Background: an optimization exercise with open tools, aiming at small area. Do not read the settings as production practice.
Function was checked by simulation only, so behaviour that the tests miss may differ from the original.
Power is estimated from default activity; no workload was simulated.

job 104:
## ftservo_codec
module ftservo_codec (
    input  wire        clk,
    input  wire        rst,
    input  wire        tx_start,
    input  wire [7:0]  tx_id,
    input  wire [7:0]  tx_instr,
    input  wire [7:0]  tx_k,
    output wire        tx_busy,
    input  wire        tx_pvalid,
    input  wire [7:0]  tx_pdata,
    output wire        tx_pready,
    output wire        tx_ovalid,
    output wire [7:0]  tx_odata,
    input  wire        tx_oready,
    output wire        tx_done,
    output wire        tx_err,
    input  wire        rx_start,
    input  wire [7:0]  rx_xid,
    input  wire        rx_any,
    input  wire        rx_bvalid,
    input  wire [7:0]  rx_bdata,
    input  wire        rx_timeout,
    input  wire        rx_rderr,
    output wire        rx_active,
    output wire        rx_pvalid,
    output wire [7:0]  rx_pdata,
    output wire        rx_done,
    output wire [3:0]  rx_result,
    output wire [7:0]  rx_pkt_id,
    output wire [7:0]  rx_pkt_err,
    output wire [7:0]  rx_pkt_count,
    input  wire        w_valid,
    input  wire [2:0]  w_op,
    input  wire [7:0]  w_a,
    input  wire [7:0]  w_b,
    input  wire [7:0]  w_c,
    input  wire [31:0] w_opa,
    output wire        w_done,
    output wire [31:0] w_result
);
Size in the first run: ~120 flip-flops.
Settings: LEC_CHECK=0, ABC_AREA=1, CAP_MARGIN=0, CORE_AREA=5 5 125 125, DIE_AREA=0 0 130 130, SLEW_MARGIN=0; clock period 10.0 ns.
standard.sh (not shown) runs the stock make flow with config.mk's settings and CLKGATE_MAP_FILE= SYNTH_SCRIPT=/design/flow/synth_recipe.tcl, a recipe that flattens the netlist after the stock synthesis.
==> flow/flow/run.sh <==
#!/bin/bash
# Own layout flow: the standard layout (standard.sh) with three changes:
#  - synthesis maps the logic with an area-oriented ABC script
#    (flow/abc_area.script: deep AIG resynthesis, then area mapping; used
#    through ABC_AREA=1 from a copy of the
#    ORFS scripts folder; everything else in synthesis is unchanged);
#  - the port buffers are the smallest buffer cell;
#  - the clock tree is built from small clock buffers without dummy loads.
# Each step's full output is kept in this folder (ORFS's own per-step logs
# are under orfs/logs).
set -euo pipefail
rm -rf synth_scripts
cp -r "$FLOW_HOME/scripts" synth_scripts
cp flow/abc_area.script synth_scripts/abc_area.script
SCRIPTS_DIR="$PWD/synth_scripts" bash standard.sh synth > synth_make.log 2>&1
export BUFFER_PORTS_ARGS="-buffer_cell sky130_fd_sc_hd__buf_1"
export CTS_ARGS="-sink_clustering_enable -repair_clock_nets -dont_use_dummy_load -root_buf sky130_fd_sc_hd__clkbuf_8 -buf_list sky130_fd_sc_hd__clkbuf_4"
export RECOVER_POWER="${RECOVER_POWER:-100}"
bash standard.sh > layout_make.log 2>&1
==> flow/flow/abc_area.script <==
strash
&get -n
&deepsyn -J 100 -T 120
&st
&dch
&nf -R 1000
&put
topo
stime -c
--- input diff job 104..job 102 ---
Settings: changing CAP_MARGIN from 0 to 20; changing SLEW_MARGIN from 0 to 20.
--- outcome ---
Job 102 and job 104 ended up with roughly the same combined area of the multi-input logic cells.
Between job 104 and job 102, the via count does not differ in any meaningful way.
Job 102 ends up with a share of the clock period used by the worst path after layout that is 0.40 points lower than in job 104.
Summary of job 102 over job 104: final core utilization comparable, multi-input combinational area share neither gained nor lost much.
Job 104 and job 102 ended up with nearly the same total power divided by cell area.
In terms of total internal power, job 104 and job 102 differ only marginally.

Another version of the RTL of ftservo_codec (not shown whole).
Size: ~660 cells after synthesis, ~120 flip-flops, ~200 I/O pins.
clock: 10.0 ns
lec_check: 0
abc_area: 1
cap_margin: 20
core_area: 5 5 125 125
die_area: 0 0 130 130
slew_margin: 20
==> flow/flow/run.sh <==
#!/bin/bash
# Own layout flow: the standard layout (standard.sh) with three changes:
#  - synthesis maps the logic with an area-oriented ABC script
#    (flow/abc_area.script, used through ABC_AREA=1 from a copy of the
#    ORFS scripts folder; everything else in synthesis is unchanged);
#  - the port buffers are the smallest buffer cell;
#  - the clock tree is built from small clock buffers without dummy loads.
# Each step's full output is kept in this folder (ORFS's own per-step logs
# are under orfs/logs).
set -euo pipefail
rm -rf synth_scripts
cp -r "$FLOW_HOME/scripts" synth_scripts
cp flow/abc_area.script synth_scripts/abc_area.script
SCRIPTS_DIR="$PWD/synth_scripts" bash standard.sh synth > synth_make.log 2>&1
export BUFFER_PORTS_ARGS="-buffer_cell sky130_fd_sc_hd__buf_1"
export CTS_ARGS="-sink_clustering_enable -repair_clock_nets -dont_use_dummy_load -root_buf sky130_fd_sc_hd__clkbuf_8 -buf_list sky130_fd_sc_hd__clkbuf_4"
export RECOVER_POWER="${RECOVER_POWER:-100}"
bash standard.sh > layout_make.log 2>&1
==> flow/flow/abc_area.script <==
strash
&get -n
&st
&dch
&nf -R 1000
&put
topo
stime -c
The starting point finished with timing, DRC and antenna clean.
Edit:
--- a/flow/flow/run.sh
+++ b/flow/flow/run.sh
@@ -17 +17 @@
-export RECOVER_POWER="${RECOVER_POWER:-100}"
+export RECOVER_POWER="${RECOVER_POWER:-0}"
Result: The new run completed without violations; setup slack gains 280 ps; wire length is higher by 0.46%; combinational power hardly moves; total power hardly moves; final cell count does not change; flip-flop and latch count is unchanged.

-- afterwards: timing with drivers on the ports --
In the flow no input, the clock included, has a driving cell. The finished layouts below were timed again as built, in two steps. Step 1, drivers: a clkbuf_16 drives clk and a buf_2 each remaining input, both assumed. Step 2, shift: input delay + t, output delay - t, t = (earliest + latest rising clock arrival at the registers) / 2. This alone moves slack from input paths to output paths. a / b / c = ideal ports / drivers / drivers and shift; a / b = the first two.
| run | t (ns) | setup WS [ns] | worst setup path at the end | worst data-port slew with drivers (ns) | cell pins on the clock port's net |
|---|---|---|---|---|---|
| job 104 | 0.431 | 1.198 / 1.195 / 0.764 | input to register | 0.06 | 1 |
| job 102 | 0.433 | 1.238 / 1.235 / 0.801 | input to register | 0.06 | 1 |
| the first run of note 2 | 0.436 | 1.269 / 1.284 / 0.847 | input to register | 0.07 | 1 |
| the second run of note 2 | 0.440 | 1.548 / 1.565 / 1.125 | input to register | 0.07 | 1 |
After both steps setup and hold are still met in every run listed. For job 102, which loses most, drivers alone change the setup slack by -0.003 ns; drivers and shift together by -0.437 ns.
